What follows belongs to an exercise in optimizing a design on an open flow for small area, a short achievable clock period and few clock cycles per item; a production flow would make more cautious choices. The clock port is modelled as an ideal driver; clocking choices that lean on that would not hold on a real chip. Power is estimated from default activity; no workload was simulated.

== the reference run ==
## mnet_codec
module mnet_codec (
    input  wire        clk,
    input  wire        rst,
    input  wire        key_wr,
    input  wire [2:0]  key_len,
    input  wire [47:0] key_data,
    input  wire        tx_hdr_valid,
    output wire        tx_hdr_ready,
    input  wire [7:0]  tx_dst,
    input  wire [7:0]  tx_src,
    input  wire [15:0] tx_type,
    input  wire [7:0]  tx_len,
    input  wire        tx_obf,
    input  wire        tx_pl_valid,
    output wire        tx_pl_ready,
    input  wire [7:0]  tx_pl_data,
    output wire        line_tx_valid,
    input  wire        line_tx_ready,
    output wire [7:0]  line_tx_data,
    input  wire        line_rx_valid,
    input  wire [7:0]  line_rx_data,
    input  wire        rx_obf,
    output wire        rx_valid,
    output wire [7:0]  rx_data,
    output wire        rx_end,
    output wire [7:0]  rx_status
);
Settings: LEC_CHECK=0, CAP_MARGIN=20, CORE_MARGIN=2, CORE_UTILIZATION=60, CTS_CLUSTER_DIAMETER=80, CTS_CLUSTER_SIZE=20, SETUP_SLACK_MARGIN=2.6, SLEW_MARGIN=20; clock period 4.5 ns.
standard.sh (not shown) runs the stock make flow with config.mk's settings and CLKGATE_MAP_FILE= SYNTH_SCRIPT=/design/flow/synth_recipe.tcl, a recipe that flattens the netlist after the stock synthesis.
==> flow/flow/run.sh <==
#!/bin/bash
# The standard layout with two changes:
#  - plain buf_1 cells as the port buffers (the standard flow picks a delay
#    buffer); ORFS's repair resizes them as needed;
#  - after CTS, the top of the clock tree is rebuilt (collapse_cts.tcl): no
#    middle level, and the leaf buffers shared among 3 root buffers on the
#    clock port. Each tool's output goes to a log of its own here.
set -euo pipefail
export BUFFER_PORTS_ARGS="-buffer_cell sky130_fd_sc_hd__buf_1"
export RESULTS=$PWD/orfs/results/$FLOW_PLATFORM/mnet_codec/base
export NROOTS=3
bash standard.sh cts > standard_cts.log 2>&1
openroad -no_init -exit flow/collapse_cts.tcl > collapse_cts.log 2>&1
touch $RESULTS/4_cts.sdc
bash standard.sh finish > standard_finish.log 2>&1
Other scripts of this flow, unchanged in this note and not shown: flow/flow/collapse_cts.tcl
The reference run completed every stage of the flow, and the final layout passed the timing, design-rule and antenna checks.
--- input diff the reference run..the trial run ---
Settings: a change of SETUP_SLACK_MARGIN from 2.6 to 2.65.
[summary]
- Utilization: the trial run vs the reference run up 0.74 points
- Going from the reference run to the trial run, wire length on met2 grew slightly.
- The higher leakage power summed over all cells of the reference run and the trial run is in the trial run.
- When the trial run is set beside the reference run, its total routed wirelength turns out to be 150 um larger.
- Diff the reference run..the trial run | layout inverter count without the clock tree | unchanged
- Diff the reference run -> the trial run: overall via count from detail_route ~0 delta; number of multi-input logic gates +about 0.3%; worst setup slack -0.032 ns.
- Power density over the cells in the trial run is 2.5 mW/mm2 lower than in the reference run
- Looking at the reference run and the trial run, the wire length of the first global-routing pass is a wash.
- Status: sequential standard cell area parity (the reference run, the trial run)
No functional check of the RTL was part of any run of this note.

========
Setup of v11:
mnet_codec, a different RTL version from the one above (not shown whole).
Size in the first run: roughly 1,100 cells after synthesis, ~210 flip-flops, roughly 10,000 um^2 of cells after synthesis.
clock: 4.5 ns
lec_check: 0
abc_clock_period_in_ps: 2000
cap_margin: 20
core_margin: 2
core_utilization: 40
setup_slack_margin: 2.5
slew_margin: 20
run.sh (not shown) runs the stock make flow with config.mk's settings and CLKGATE_MAP_FILE= SYNTH_SCRIPT=/design/flow/synth_recipe.tcl, a recipe that flattens the netlist after the stock synthesis.
Stock flow here: none of the scripts above is used.
#### Input delta (v4 over v11)
- removing SETUP_SLACK_MARGIN (formerly 2.5)
- removing ABC_CLOCK_PERIOD_IN_PS (formerly 2000)
Per the final summary, v4 finished and its layout is clean on timing, DRC and antenna.
Re power in the clock group: v11 was lower than v4.
On global-route congestion overflow total, v4 tracks v11 almost exactly.
Filler-free cell count of the finished design, v4 and v11: lower on v4
v4 -> v11: final max-slew violation count delta 0, exact match
Dominant kind of cell by area = multi-input combinational cells: v11; dominant kind of cell by area = sequential cells: v4
No functional check of the RTL was part of any run of this note.

separate check: timing with driven ports:
In the flow no input, the clock included, has a driving cell. The finished layouts below were timed again as built, in two steps.
Step 1 sets driving cells, clkbuf_16 on the clock port and buf_2 on the other inputs (assumed; they add their load-dependent delay and slew).
Step 2 also shifts input and output timing later by t, the mid clock arrival at the registers, as if the neighbouring blocks saw the same clock.
Three values: ideal, step 1, step 2; two values: the first two.
| run | shift t [ns] | slack for setup (ns) | latest minus earliest clock arrival (ns) |
|---|---|---|---|
| the reference run | 0.383 | 2.523 / 2.523 / 2.236 | 0.048 / 0.048 |
| the trial run | 0.384 | 2.491 / 2.491 / 2.246 | 0.045 / 0.046 |
| v11 | 0.557 | 2.116 / 2.116 / 1.868 | 0.022 / 0.021 |
| v4 | 0.566 | 1.557 / 1.508 / 1.181 | 0.016 / 0.015 |
After both steps every run listed still meets setup and hold. For v4, which loses most, drivers alone change the setup slack by -0.049 ns; drivers and shift together by -0.376 ns.
